Context: an optimization exercise on an open-source flow, tuned for small area, a short achievable clock period and few clock cycles per item. The choices shown serve that exercise and are no tape-out recipe. Where RTL was checked, it was by simulation tests only, not by an equivalence proof against the original.

==> inputs of run a <==
## dmr_fec
module dmr_fec (
    input  wire         clk,
    input  wire         rst,         
    input  wire         start,
    input  wire [1:0]   op,
    input  wire [195:0] din,
    output wire         ready,
    output reg          done,
    output reg  [195:0] dout,
    output reg          corr,
    output reg          fail,
    output reg  [7:0]   ncorr
);
    reg         v;           
    reg [1:0]   rop;
    reg [195:0] rin;
    reg         iter;        
    reg [2:0]   npass;       
    reg [195:0] w0;          
    reg [7:0]   ncnt;        
    reg [29:0]  cq;          
    reg         rdy;         
    assign ready = rdy;
    wire [195:0] din_m;
    assign din_m[0] = op[1] ? din[0] : (op[0] ? din[0] : 1'b0);
    assign din_m[1] = op[1] ? din[0] : (op[0] ? din[181] : 1'b0);
    assign din_m[2] = op[1] ? (op[0] ? din[8] : din[1]) : (op[0] ? din[166] : 1'b0);
    assign din_m[3] = op[1] ? (op[0] ? din[16] : din[2]) : (op[0] ? din[151] : 1'b0);
    assign din_m[4] = op[1] ? (op[0] ? din[24] : din[3]) : (op[0] ? din[136] : din[0]);
    assign din_m[5] = op[1] ? (op[0] ? din[32] : din[4]) : (op[0] ? din[121] : din[1]);
    assign din_m[6] = op[1] ? (op[0] ? din[40] : din[5]) : (op[0] ? din[106] : din[2]);
    assign din_m[7] = op[1] ? (op[0] ? din[48] : din[6]) : (op[0] ? din[91] : din[3]);
    assign din_m[8] = op[1] ? (op[0] ? din[56] : din[7]) : (op[0] ? din[76] : din[4]);
    assign din_m[9] = op[1] ? (op[0] ? din[64] : din[8]) : (op[0] ? din[61] : din[5]);
    assign din_m[10] = op[1] ? (op[0] ? din[72] : din[9]) : (op[0] ? din[46] : din[6]);
    assign din_m[11] = op[1] ? (op[0] ? din[80] : din[10]) : (op[0] ? din[31] : din[7]);
    assign din_m[12] = op[1] ? din[88] : din[16];
    assign din_m[13] = op[1] ? din[96] : din[1];
    assign din_m[14] = op[1] ? din[104] : din[182];
    assign din_m[15] = op[1] ? din[112] : din[167];
    assign din_m[16] = op[1] ? (op[0] ? din[1] : din[11]) : (op[0] ? din[152] : din[8]);
    assign din_m[17] = op[1] ? (op[0] ? din[9] : din[12]) : (op[0] ? din[137] : din[9]);
    assign din_m[18] = op[1] ? (op[0] ? din[17] : din[13]) : (op[0] ? din[122] : din[10]);
  ...
Settings: LEC_CHECK=0, CAP_MARGIN=30, CORE_MARGIN=2, CORE_UTILIZATION=35, PLACE_DENSITY=0.55, SLEW_MARGIN=20; clock period 50.0 ns.
standard.sh (not shown) runs the stock make flow with config.mk's settings and CLKGATE_MAP_FILE= SYNTH_SCRIPT=/design/flow/synth_recipe.tcl, a recipe that flattens the netlist after the stock synthesis.
==> flow/flow/run.sh <==
#!/bin/bash
# Standard ORFS layout at the design's clock and constraints, with:
#  - repair_timing asked to leave a setup margin (shorter critical paths),
#  - plain buf_2 cells as the port buffers,
#  - no dummy loads in the clock tree.
bash standard.sh SETUP_SLACK_MARGIN=38.5 \
  BUFFER_PORTS_ARGS="-buffer_cell sky130_fd_sc_hd__buf_2" \
  CTS_ARGS="-sink_clustering_enable -repair_clock_nets -dont_use_dummy_load" \
  finish > standard.log 2>&1
==> run b: changes against run a <==
--- a/flow/design.v
+++ b/flow/design.v
@@ -16,11 +16,10 @@
     reg [195:0] rin;
     reg         iter;        
     reg [2:0]   npass;       
     reg [195:0] w0;          
     reg [7:0]   ncnt;        
-    reg [29:0]  cq;          
     reg         rdy;         
     assign ready = rdy;
     wire [195:0] din_m;
     assign din_m[0] = op[1] ? din[0] : (op[0] ? din[0] : 1'b0);
     assign din_m[1] = op[1] ? din[0] : (op[0] ? din[181] : 1'b0);
@@ -875,25 +874,10 @@
     assign cf[150] = (csd14 == 4'h1) | (u1_enc & cs14[0]);
     assign cf[165] = (csd14 == 4'h2) | (u1_enc & cs14[1]);
     assign cf[180] = (csd14 == 4'h4) | (u1_enc & cs14[2]);
     assign cf[195] = (csd14 == 4'h8) | (u1_enc & cs14[3]);
     wire [195:0] u1_out = m1 ^ cf;
-    wire cfl0 = cf[1] | cf[16] | cf[31] | cf[46] | cf[61] | cf[76] | cf[91] | cf[106] | cf[121] | cf[136] | cf[151] | cf[166] | cf[181];
-    wire cfl1 = cf[2] | cf[17] | cf[32] | cf[47] | cf[62] | cf[77] | cf[92] | cf[107] | cf[122] | cf[137] | cf[152] | cf[167] | cf[182];
-    wire cfl2 = cf[3] | cf[18] | cf[33] | cf[48] | cf[63] | cf[78] | cf[93] | cf[108] | cf[123] | cf[138] | cf[153] | cf[168] | cf[183];
-    wire cfl3 = cf[4] | cf[19] | cf[34] | cf[49] | cf[64] | cf[79] | cf[94] | cf[109] | cf[124] | cf[139] | cf[154] | cf[169] | cf[184];
-    wire cfl4 = cf[5] | cf[20] | cf[35] | cf[50] | cf[65] | cf[80] | cf[95] | cf[110] | cf[125] | cf[140] | cf[155] | cf[170] | cf[185];
-    wire cfl5 = cf[6] | cf[21] | cf[36] | cf[51] | cf[66] | cf[81] | cf[96] | cf[111] | cf[126] | cf[141] | cf[156] | cf[171] | cf[186];
-    wire cfl6 = cf[7] | cf[22] | cf[37] | cf[52] | cf[67] | cf[82] | cf[97] | cf[112] | cf[127] | cf[142] | cf[157] | cf[172] | cf[187];
-    wire cfl7 = cf[8] | cf[23] | cf[38] | cf[53] | cf[68] | cf[83] | cf[98] | cf[113] | cf[128] | cf[143] | cf[158] | cf[173] | cf[188];
-    wire cfl8 = cf[9] | cf[24] | cf[39] | cf[54] | cf[69] | cf[84] | cf[99] | cf[114] | cf[129] | cf[144] | cf[159] | cf[174] | cf[189];
-    wire cfl9 = cf[10] | cf[25] | cf[40] | cf[55] | cf[70] | cf[85] | cf[100] | cf[115] | cf[130] | cf[145] | cf[160] | cf[175] | cf[190];
-    wire cfl10 = cf[11] | cf[26] | cf[41] | cf[56] | cf[71] | cf[86] | cf[101] | cf[116] | cf[131] | cf[146] | cf[161] | cf[176] | cf[191];
-    wire cfl11 = cf[12] | cf[27] | cf[42] | cf[57] | cf[72] | cf[87] | cf[102] | cf[117] | cf[132] | cf[147] | cf[162] | cf[177] | cf[192];
-    wire cfl12 = cf[13] | cf[28] | cf[43] | cf[58] | cf[73] | cf[88] | cf[103] | cf[118] | cf[133] | cf[148] | cf[163] | cf[178] | cf[193];
-    wire cfl13 = cf[14] | cf[29] | cf[44] | cf[59] | cf[74] | cf[89] | cf[104] | cf[119] | cf[134] | cf[149] | cf[164] | cf[179] | cf[194];
-    wire cfl14 = cf[15] | cf[30] | cf[45] | cf[60] | cf[75] | cf[90] | cf[105] | cf[120] | cf[135] | cf[150] | cf[165] | cf[180] | cf[195];
     wire [3:0] rt0 = {cf[1] ^ cf[2] ^ cf[3] ^ cf[5] ^ cf[7] ^ cf[8] ^ cf[11] ^ cf[15], cf[3] ^ cf[4] ^ cf[5] ^ cf[6] ^ cf[8] ^ cf[10] ^ cf[11] ^ cf[14], cf[2] ^ cf[3] ^ cf[4] ^ cf[5] ^ cf[7] ^ cf[9] ^ cf[10] ^ cf[13], cf[1] ^ cf[2] ^ cf[3] ^ cf[4] ^ cf[6] ^ cf[8] ^ cf[9] ^ cf[12]};
     wire [3:0] rt1 = {cf[16] ^ cf[17] ^ cf[18] ^ cf[20] ^ cf[22] ^ cf[23] ^ cf[26] ^ cf[30], cf[18] ^ cf[19] ^ cf[20] ^ cf[21] ^ cf[23] ^ cf[25] ^ cf[26] ^ cf[29], cf[17] ^ cf[18] ^ cf[19] ^ cf[20] ^ cf[22] ^ cf[24] ^ cf[25] ^ cf[28], cf[16] ^ cf[17] ^ cf[18] ^ cf[19] ^ cf[21] ^ cf[23] ^ cf[24] ^ cf[27]};
     wire [3:0] rt2 = {cf[31] ^ cf[32] ^ cf[33] ^ cf[35] ^ cf[37] ^ cf[38] ^ cf[41] ^ cf[45], cf[33] ^ cf[34] ^ cf[35] ^ cf[36] ^ cf[38] ^ cf[40] ^ cf[41] ^ cf[44], cf[32] ^ cf[33] ^ cf[34] ^ cf[35] ^ cf[37] ^ cf[39] ^ cf[40] ^ cf[43], cf[31] ^ cf[32] ^ cf[33] ^ cf[34] ^ cf[36] ^ cf[38] ^ cf[39] ^ cf[42]};
     wire [3:0] rt3 = {cf[46] ^ cf[47] ^ cf[48] ^ cf[50] ^ cf[52] ^ cf[53] ^ cf[56] ^ cf[60], cf[48] ^ cf[49] ^ cf[50] ^ cf[51] ^ cf[53] ^ cf[55] ^ cf[56] ^ cf[59], cf[47] ^ cf[48] ^ cf[49] ^ cf[50] ^ cf[52] ^ cf[54] ^ cf[55] ^ cf[58], cf[46] ^ cf[47] ^ cf[48] ^ cf[49] ^ cf[51] ^ cf[53] ^ cf[54] ^ cf[57]};
     wire [3:0] rt4 = {cf[61] ^ cf[62] ^ cf[63] ^ cf[65] ^ cf[67] ^ cf[68] ^ cf[71] ^ cf[75], cf[63] ^ cf[64] ^ cf[65] ^ cf[66] ^ cf[68] ^ cf[70] ^ cf[71] ^ cf[74], cf[62] ^ cf[63] ^ cf[64] ^ cf[65] ^ cf[67] ^ cf[69] ^ cf[70] ^ cf[73], cf[61] ^ cf[62] ^ cf[63] ^ cf[64] ^ cf[66] ^ cf[68] ^ cf[69] ^ cf[72]};
@@ -901,60 +885,12 @@
     wire [3:0] rt6 = {cf[91] ^ cf[92] ^ cf[93] ^ cf[95] ^ cf[97] ^ cf[98] ^ cf[101] ^ cf[105], cf[93] ^ cf[94] ^ cf[95] ^ cf[96] ^ cf[98] ^ cf[100] ^ cf[101] ^ cf[104], cf[92] ^ cf[93] ^ cf[94] ^ cf[95] ^ cf[97] ^ cf[99] ^ cf[100] ^ cf[103], cf[91] ^ cf[92] ^ cf[93] ^ cf[94] ^ cf[96] ^ cf[98] ^ cf[99] ^ cf[102]};
     wire [3:0] rt7 = {cf[106] ^ cf[107] ^ cf[108] ^ cf[110] ^ cf[112] ^ cf[113] ^ cf[116] ^ cf[120], cf[108] ^ cf[109] ^ cf[110] ^ cf[111] ^ cf[113] ^ cf[115] ^ cf[116] ^ cf[119], cf[107] ^ cf[108] ^ cf[109] ^ cf[110] ^ cf[112] ^ cf[114] ^ cf[115] ^ cf[118], cf[106] ^ cf[107] ^ cf[108] ^ cf[109] ^ cf[111] ^ cf[113] ^ cf[114] ^ cf[117]};
     wire [3:0] rt8 = {cf[121] ^ cf[122] ^ cf[123] ^ cf[125] ^ cf[127] ^ cf[128] ^ cf[131] ^ cf[135], cf[123] ^ cf[124] ^ cf[125] ^ cf[126] ^ cf[128] ^ cf[130] ^ cf[131] ^ cf[134], cf[122] ^ cf[123] ^ cf[124] ^ cf[125] ^ cf[127] ^ cf[129] ^ cf[130] ^ cf[133], cf[121] ^ cf[122] ^ cf[123] ^ cf[124] ^ cf[126] ^ cf[128] ^ cf[129] ^ cf[132]};
     wire rows_nz = (|rt0) | (|rt1) | (|rt2) | (|rt3) | (|rt4) | (|rt5) | (|rt6) | (|rt7) | (|rt8);
     wire cols_left = (cs0 == 4'h9) | (cs0 == 4'hB) | (cs1 == 4'h9) | (cs1 == 4'hB) | (cs2 == 4'h9) | (cs2 == 4'hB) | (cs3 == 4'h9) | (cs3 == 4'hB) | (cs4 == 4'h9) | (cs4 == 4'hB) | (cs5 == 4'h9) | (cs5 == 4'hB) | (cs6 == 4'h9) | (cs6 == 4'hB) | (cs7 == 4'h9) | (cs7 == 4'hB) | (cs8 == 4'h9) | (cs8 == 4'hB) | (cs9 == 4'h9) | (cs9 == 4'hB) | (cs10 == 4'h9) | (cs10 == 4'hB) | (cs11 == 4'h9) | (cs11 == 4'hB) | (cs12 == 4'h9) | (cs12 == 4'hB) | (cs13 == 4'h9) | (cs13 == 4'hB) | (cs14 == 4'h9) | (cs14 == 4'hB);
-    wire osc_rows = (rt0 == rsd0) & (rt1 == rsd1) & (rt2 == rsd2) & (rt3 == rsd3) & (rt4 == rsd4) & (rt5 == rsd5) & (rt6 == rsd6) & (rt7 == rsd7) & (rt8 == rsd8);
-    wire c9_0 = (cs0 == 4'h9);
-    wire cB_0 = (cs0 == 4'hB);
-    wire ocol0 = (cfl0 | (cs0 == 4'h0)) ? (cq[1:0] == 2'b00) : (c9_0 ? cq[0] : cq[1]);
-    wire c9_1 = (cs1 == 4'h9);
-    wire cB_1 = (cs1 == 4'hB);
-    wire ocol1 = (cfl1 | (cs1 == 4'h0)) ? (cq[3:2] == 2'b00) : (c9_1 ? cq[2] : cq[3]);
-    wire c9_2 = (cs2 == 4'h9);
-    wire cB_2 = (cs2 == 4'hB);
-    wire ocol2 = (cfl2 | (cs2 == 4'h0)) ? (cq[5:4] == 2'b00) : (c9_2 ? cq[4] : cq[5]);
-    wire c9_3 = (cs3 == 4'h9);
-    wire cB_3 = (cs3 == 4'hB);
-    wire ocol3 = (cfl3 | (cs3 == 4'h0)) ? (cq[7:6] == 2'b00) : (c9_3 ? cq[6] : cq[7]);
-    wire c9_4 = (cs4 == 4'h9);
-    wire cB_4 = (cs4 == 4'hB);
-    wire ocol4 = (cfl4 | (cs4 == 4'h0)) ? (cq[9:8] == 2'b00) : (c9_4 ? cq[8] : cq[9]);
-    wire c9_5 = (cs5 == 4'h9);
-    wire cB_5 = (cs5 == 4'hB);
-    wire ocol5 = (cfl5 | (cs5 == 4'h0)) ? (cq[11:10] == 2'b00) : (c9_5 ? cq[10] : cq[11]);
-    wire c9_6 = (cs6 == 4'h9);
-    wire cB_6 = (cs6 == 4'hB);
-    wire ocol6 = (cfl6 | (cs6 == 4'h0)) ? (cq[13:12] == 2'b00) : (c9_6 ? cq[12] : cq[13]);
-    wire c9_7 = (cs7 == 4'h9);
-    wire cB_7 = (cs7 == 4'hB);
-    wire ocol7 = (cfl7 | (cs7 == 4'h0)) ? (cq[15:14] == 2'b00) : (c9_7 ? cq[14] : cq[15]);
-    wire c9_8 = (cs8 == 4'h9);
-    wire cB_8 = (cs8 == 4'hB);
-    wire ocol8 = (cfl8 | (cs8 == 4'h0)) ? (cq[17:16] == 2'b00) : (c9_8 ? cq[16] : cq[17]);
-    wire c9_9 = (cs9 == 4'h9);
-    wire cB_9 = (cs9 == 4'hB);
-    wire ocol9 = (cfl9 | (cs9 == 4'h0)) ? (cq[19:18] == 2'b00) : (c9_9 ? cq[18] : cq[19]);
-    wire c9_10 = (cs10 == 4'h9);
-    wire cB_10 = (cs10 == 4'hB);
-    wire ocol10 = (cfl10 | (cs10 == 4'h0)) ? (cq[21:20] == 2'b00) : (c9_10 ? cq[20] : cq[21]);
-    wire c9_11 = (cs11 == 4'h9);
-    wire cB_11 = (cs11 == 4'hB);
-    wire ocol11 = (cfl11 | (cs11 == 4'h0)) ? (cq[23:22] == 2'b00) : (c9_11 ? cq[22] : cq[23]);
-    wire c9_12 = (cs12 == 4'h9);
-    wire cB_12 = (cs12 == 4'hB);
-    wire ocol12 = (cfl12 | (cs12 == 4'h0)) ? (cq[25:24] == 2'b00) : (c9_12 ? cq[24] : cq[25]);
-    wire c9_13 = (cs13 == 4'h9);
-    wire cB_13 = (cs13 == 4'hB);
-    wire ocol13 = (cfl13 | (cs13 == 4'h0)) ? (cq[27:26] == 2'b00) : (c9_13 ? cq[26] : cq[27]);
-    wire c9_14 = (cs14 == 4'h9);
-    wire cB_14 = (cs14 == 4'hB);
-    wire ocol14 = (cfl14 | (cs14 == 4'h0)) ? (cq[29:28] == 2'b00) : (c9_14 ? cq[28] : cq[29]);
-    wire [29:0] cq_n = {cB_14, c9_14, cB_13, c9_13, cB_12, c9_12, cB_11, c9_11, cB_10, c9_10, cB_9, c9_9, cB_8, c9_8, cB_7, c9_7, cB_6, c9_6, cB_5, c9_5, cB_4, c9_4, cB_3, c9_3, cB_2, c9_2, cB_1, c9_1, cB_0, c9_0};
-    wire osc = iter && rows_nz && osc_rows && ocol0 && ocol1 && ocol2 && ocol3 && ocol4 && ocol5 && ocol6 && ocol7 && ocol8 && ocol9 && ocol10 && ocol11 && ocol12 && ocol13 && ocol14;
     wire consistent = !rows_nz && !cols_left;
-    wire fin = !rows_nz || osc || (iter && npass == 3'd4);
+    wire fin = !rows_nz || (iter && npass == 3'd4);
     wire [195:0] mg = {196{iter}} & w0;
     wire [195:0] mx = mg ^ rf;
     wire [195:0] pc_in = mx ^ cf;       
     wire [7:0] ncg = {8{iter}} & ncnt;
     wire rfl0 = |rsd0;
@@ -973,24 +909,39 @@
     wire rhit6 = (rf[91] & mg[91]) | (rf[92] & mg[92]) | (rf[93] & mg[93]) | (rf[94] & mg[94]) | (rf[95] & mg[95]) | (rf[96] & mg[96]) | (rf[97] & mg[97]) | (rf[98] & mg[98]) | (rf[99] & mg[99]) | (rf[100] & mg[100]) | (rf[101] & mg[101]) | (rf[102] & mg[102]) | (rf[103] & mg[103]) | (rf[104] & mg[104]) | (rf[105] & mg[105]);
     wire rfl7 = |rsd7;
     wire rhit7 = (rf[106] & mg[106]) | (rf[107] & mg[107]) | (rf[108] & mg[108]) | (rf[109] & mg[109]) | (rf[110] & mg[110]) | (rf[111] & mg[111]) | (rf[112] & mg[112]) | (rf[113] & mg[113]) | (rf[114] & mg[114]) | (rf[115] & mg[115]) | (rf[116] & mg[116]) | (rf[117] & mg[117]) | (rf[118] & mg[118]) | (rf[119] & mg[119]) | (rf[120] & mg[120]);
     wire rfl8 = |rsd8;
     wire rhit8 = (rf[121] & mg[121]) | (rf[122] & mg[122]) | (rf[123] & mg[123]) | (rf[124] & mg[124]) | (rf[125] & mg[125]) | (rf[126] & mg[126]) | (rf[127] & mg[127]) | (rf[128] & mg[128]) | (rf[129] & mg[129]) | (rf[130] & mg[130]) | (rf[131] & mg[131]) | (rf[132] & mg[132]) | (rf[133] & mg[133]) | (rf[134] & mg[134]) | (rf[135] & mg[135]);
+    wire cfl0 = cf[1] | cf[16] | cf[31] | cf[46] | cf[61] | cf[76] | cf[91] | cf[106] | cf[121] | cf[136] | cf[151] | cf[166] | cf[181];
     wire chit0 = (cf[1] & mx[1]) | (cf[16] & mx[16]) | (cf[31] & mx[31]) | (cf[46] & mx[46]) | (cf[61] & mx[61]) | (cf[76] & mx[76]) | (cf[91] & mx[91]) | (cf[106] & mx[106]) | (cf[121] & mx[121]) | (cf[136] & mx[136]) | (cf[151] & mx[151]) | (cf[166] & mx[166]) | (cf[181] & mx[181]);
+    wire cfl1 = cf[2] | cf[17] | cf[32] | cf[47] | cf[62] | cf[77] | cf[92] | cf[107] | cf[122] | cf[137] | cf[152] | cf[167] | cf[182];
     wire chit1 = (cf[2] & mx[2]) | (cf[17] & mx[17]) | (cf[32] & mx[32]) | (cf[47] & mx[47]) | (cf[62] & mx[62]) | (cf[77] & mx[77]) | (cf[92] & mx[92]) | (cf[107] & mx[107]) | (cf[122] & mx[122]) | (cf[137] & mx[137]) | (cf[152] & mx[152]) | (cf[167] & mx[167]) | (cf[182] & mx[182]);
+    wire cfl2 = cf[3] | cf[18] | cf[33] | cf[48] | cf[63] | cf[78] | cf[93] | cf[108] | cf[123] | cf[138] | cf[153] | cf[168] | cf[183];
     wire chit2 = (cf[3] & mx[3]) | (cf[18] & mx[18]) | (cf[33] & mx[33]) | (cf[48] & mx[48]) | (cf[63] & mx[63]) | (cf[78] & mx[78]) | (cf[93] & mx[93]) | (cf[108] & mx[108]) | (cf[123] & mx[123]) | (cf[138] & mx[138]) | (cf[153] & mx[153]) | (cf[168] & mx[168]) | (cf[183] & mx[183]);
+    wire cfl3 = cf[4] | cf[19] | cf[34] | cf[49] | cf[64] | cf[79] | cf[94] | cf[109] | cf[124] | cf[139] | cf[154] | cf[169] | cf[184];
     wire chit3 = (cf[4] & mx[4]) | (cf[19] & mx[19]) | (cf[34] & mx[34]) | (cf[49] & mx[49]) | (cf[64] & mx[64]) | (cf[79] & mx[79]) | (cf[94] & mx[94]) | (cf[109] & mx[109]) | (cf[124] & mx[124]) | (cf[139] & mx[139]) | (cf[154] & mx[154]) | (cf[169] & mx[169]) | (cf[184] & mx[184]);
+    wire cfl4 = cf[5] | cf[20] | cf[35] | cf[50] | cf[65] | cf[80] | cf[95] | cf[110] | cf[125] | cf[140] | cf[155] | cf[170] | cf[185];
     wire chit4 = (cf[5] & mx[5]) | (cf[20] & mx[20]) | (cf[35] & mx[35]) | (cf[50] & mx[50]) | (cf[65] & mx[65]) | (cf[80] & mx[80]) | (cf[95] & mx[95]) | (cf[110] & mx[110]) | (cf[125] & mx[125]) | (cf[140] & mx[140]) | (cf[155] & mx[155]) | (cf[170] & mx[170]) | (cf[185] & mx[185]);
+    wire cfl5 = cf[6] | cf[21] | cf[36] | cf[51] | cf[66] | cf[81] | cf[96] | cf[111] | cf[126] | cf[141] | cf[156] | cf[171] | cf[186];
     wire chit5 = (cf[6] & mx[6]) | (cf[21] & mx[21]) | (cf[36] & mx[36]) | (cf[51] & mx[51]) | (cf[66] & mx[66]) | (cf[81] & mx[81]) | (cf[96] & mx[96]) | (cf[111] & mx[111]) | (cf[126] & mx[126]) | (cf[141] & mx[141]) | (cf[156] & mx[156]) | (cf[171] & mx[171]) | (cf[186] & mx[186]);
+    wire cfl6 = cf[7] | cf[22] | cf[37] | cf[52] | cf[67] | cf[82] | cf[97] | cf[112] | cf[127] | cf[142] | cf[157] | cf[172] | cf[187];
     wire chit6 = (cf[7] & mx[7]) | (cf[22] & mx[22]) | (cf[37] & mx[37]) | (cf[52] & mx[52]) | (cf[67] & mx[67]) | (cf[82] & mx[82]) | (cf[97] & mx[97]) | (cf[112] & mx[112]) | (cf[127] & mx[127]) | (cf[142] & mx[142]) | (cf[157] & mx[157]) | (cf[172] & mx[172]) | (cf[187] & mx[187]);
+    wire cfl7 = cf[8] | cf[23] | cf[38] | cf[53] | cf[68] | cf[83] | cf[98] | cf[113] | cf[128] | cf[143] | cf[158] | cf[173] | cf[188];
     wire chit7 = (cf[8] & mx[8]) | (cf[23] & mx[23]) | (cf[38] & mx[38]) | (cf[53] & mx[53]) | (cf[68] & mx[68]) | (cf[83] & mx[83]) | (cf[98] & mx[98]) | (cf[113] & mx[113]) | (cf[128] & mx[128]) | (cf[143] & mx[143]) | (cf[158] & mx[158]) | (cf[173] & mx[173]) | (cf[188] & mx[188]);
+    wire cfl8 = cf[9] | cf[24] | cf[39] | cf[54] | cf[69] | cf[84] | cf[99] | cf[114] | cf[129] | cf[144] | cf[159] | cf[174] | cf[189];
     wire chit8 = (cf[9] & mx[9]) | (cf[24] & mx[24]) | (cf[39] & mx[39]) | (cf[54] & mx[54]) | (cf[69] & mx[69]) | (cf[84] & mx[84]) | (cf[99] & mx[99]) | (cf[114] & mx[114]) | (cf[129] & mx[129]) | (cf[144] & mx[144]) | (cf[159] & mx[159]) | (cf[174] & mx[174]) | (cf[189] & mx[189]);
+    wire cfl9 = cf[10] | cf[25] | cf[40] | cf[55] | cf[70] | cf[85] | cf[100] | cf[115] | cf[130] | cf[145] | cf[160] | cf[175] | cf[190];
     wire chit9 = (cf[10] & mx[10]) | (cf[25] & mx[25]) | (cf[40] & mx[40]) | (cf[55] & mx[55]) | (cf[70] & mx[70]) | (cf[85] & mx[85]) | (cf[100] & mx[100]) | (cf[115] & mx[115]) | (cf[130] & mx[130]) | (cf[145] & mx[145]) | (cf[160] & mx[160]) | (cf[175] & mx[175]) | (cf[190] & mx[190]);
+    wire cfl10 = cf[11] | cf[26] | cf[41] | cf[56] | cf[71] | cf[86] | cf[101] | cf[116] | cf[131] | cf[146] | cf[161] | cf[176] | cf[191];
     wire chit10 = (cf[11] & mx[11]) | (cf[26] & mx[26]) | (cf[41] & mx[41]) | (cf[56] & mx[56]) | (cf[71] & mx[71]) | (cf[86] & mx[86]) | (cf[101] & mx[101]) | (cf[116] & mx[116]) | (cf[131] & mx[131]) | (cf[146] & mx[146]) | (cf[161] & mx[161]) | (cf[176] & mx[176]) | (cf[191] & mx[191]);
+    wire cfl11 = cf[12] | cf[27] | cf[42] | cf[57] | cf[72] | cf[87] | cf[102] | cf[117] | cf[132] | cf[147] | cf[162] | cf[177] | cf[192];
     wire chit11 = (cf[12] & mx[12]) | (cf[27] & mx[27]) | (cf[42] & mx[42]) | (cf[57] & mx[57]) | (cf[72] & mx[72]) | (cf[87] & mx[87]) | (cf[102] & mx[102]) | (cf[117] & mx[117]) | (cf[132] & mx[132]) | (cf[147] & mx[147]) | (cf[162] & mx[162]) | (cf[177] & mx[177]) | (cf[192] & mx[192]);
+    wire cfl12 = cf[13] | cf[28] | cf[43] | cf[58] | cf[73] | cf[88] | cf[103] | cf[118] | cf[133] | cf[148] | cf[163] | cf[178] | cf[193];
     wire chit12 = (cf[13] & mx[13]) | (cf[28] & mx[28]) | (cf[43] & mx[43]) | (cf[58] & mx[58]) | (cf[73] & mx[73]) | (cf[88] & mx[88]) | (cf[103] & mx[103]) | (cf[118] & mx[118]) | (cf[133] & mx[133]) | (cf[148] & mx[148]) | (cf[163] & mx[163]) | (cf[178] & mx[178]) | (cf[193] & mx[193]);
+    wire cfl13 = cf[14] | cf[29] | cf[44] | cf[59] | cf[74] | cf[89] | cf[104] | cf[119] | cf[134] | cf[149] | cf[164] | cf[179] | cf[194];
     wire chit13 = (cf[14] & mx[14]) | (cf[29] & mx[29]) | (cf[44] & mx[44]) | (cf[59] & mx[59]) | (cf[74] & mx[74]) | (cf[89] & mx[89]) | (cf[104] & mx[104]) | (cf[119] & mx[119]) | (cf[134] & mx[134]) | (cf[149] & mx[149]) | (cf[164] & mx[164]) | (cf[179] & mx[179]) | (cf[194] & mx[194]);
+    wire cfl14 = cf[15] | cf[30] | cf[45] | cf[60] | cf[75] | cf[90] | cf[105] | cf[120] | cf[135] | cf[150] | cf[165] | cf[180] | cf[195];
     wire chit14 = (cf[15] & mx[15]) | (cf[30] & mx[30]) | (cf[45] & mx[45]) | (cf[60] & mx[60]) | (cf[75] & mx[75]) | (cf[90] & mx[90]) | (cf[105] & mx[105]) | (cf[120] & mx[120]) | (cf[135] & mx[135]) | (cf[150] & mx[150]) | (cf[165] & mx[165]) | (cf[180] & mx[180]) | (cf[195] & mx[195]);
     wire nc_1 = ncg[0] ^ rfl0 ^ rfl1;
     wire nc_2 = (ncg[0] & rfl0) | (ncg[0] & rfl1) | (rfl0 & rfl1);
     wire nc_3 = rfl2 ^ rfl3 ^ rfl4;
     wire nc_4 = (rfl2 & rfl3) | (rfl2 & rfl4) | (rfl3 & rfl4);
@@ -1964,11 +1915,10 @@
     wire v_n    = !rst && (ready ? start : v);
     wire iter_n = !rst && dec_act && !fin;
     always @(posedge clk) begin
         w0    <= pc_in;
         ncnt  <= ndiff;
-        cq    <= cq_n;
         dout  <= dout_n;
         npass <= iter ? npass + 3'd1 : 3'd1;
         if (dec_act) begin
             fail  <= !consistent;
             corr  <= consistent && (ndiff != 8'd0);
==> summary of the runs <==
- Of run a and run b, run a has the higher core utilization (gap 2.3 points).
- Between run b and run a, the lower worst hold slack is in run b (gap 0.015 ns).
- Between run b and run a, the lower routed wire length is in run b (gap 19%, measured against run a).
- Of run a and run b, run a has the higher via count (gap 15%, measured against run b).
- Of run a and run b, run b has the higher fmax (gap about 3.5%, measured against run b).
- Against run a, the sequential share of layout area of run b is higher by 1.4 points.
- Final cell count: run a is higher than run b (10%).
==> figures <==
Run status: run b finished clean; run a finished clean
Multi-input logic cell count: run b 3974; run a 4373
Routing usage on met2: run b 0.645; run a 0.705
Number of clock buffers in the layout: run b 81; run a 86
Sequential-to-total area share from yosys stat: run b 0.267; run a 0.263
Worst Path Max Fanout: run b 3; run a 11
Clock network latency to the later pin of the worst-skew pair: run b 0.74 ns; run a 0.77 ns
Weighted congestion reported at the end of routability-driven placement: run b 1.13; run a 1.18
Worst clock skew on the final layout: run b 0.0983 ns; run a 0.0779 ns
Parity-gate share of the synthesized area counting xor and xnor cells: run b 0.253; run a 0.252
GR Util All Layers: run b 0.449; run a 0.521
Post-route non-filler standard cell count: run b 7798; run a 8598
Seq cells post-synth: run b 614; run a 644
CORE AREA: run b 152000 µm²; run a 161000 µm²
Share of Yosys cell area claimed by the top area cell type: run b 0.156; run a 0.158
Testbench counts of run b, summed over its fixed seeds: cycles 5,628, items 4,800.
The RTL of run a was laid out without a check of its function.

==> what the ideal ports hide <==
In the flow no input, the clock included, has a driving cell. The finished layouts below were timed again as built, in two steps.
Step 1 sets driving cells, clkbuf_16 on the clock port and buf_2 on the other inputs (assumed; they add their load-dependent delay and slew).
Step 2 adds t to the input delays and takes it off the output delays; t is the mean of the earliest and latest rising clock arrival at the registers after step 1. Input paths then give back, and output paths get back, about the clock's delay inside the block.
a / b / c = ideal ports / drivers / drivers and shift; a / b = the first two.
| run | t, ns | slack for setup (ns) | worst register clock-pin slew, ns | worst slew at a driven data input, ns | cell pins on the clock port's net |
|---|---|---|---|---|---|
| run a | 0.827 | 38.031 / 38.031 / 37.730 | 0.07 / 0.07 | 0.15 | 1 |
| run b | 0.784 | 38.454 / 38.357 / 37.904 | 0.07 / 0.07 | 0.12 | 1 |
After both steps setup and hold are still met in every run listed. The setup slack of run b, which loses most, moves by -0.097 ns with the drivers and by -0.550 ns with both steps.
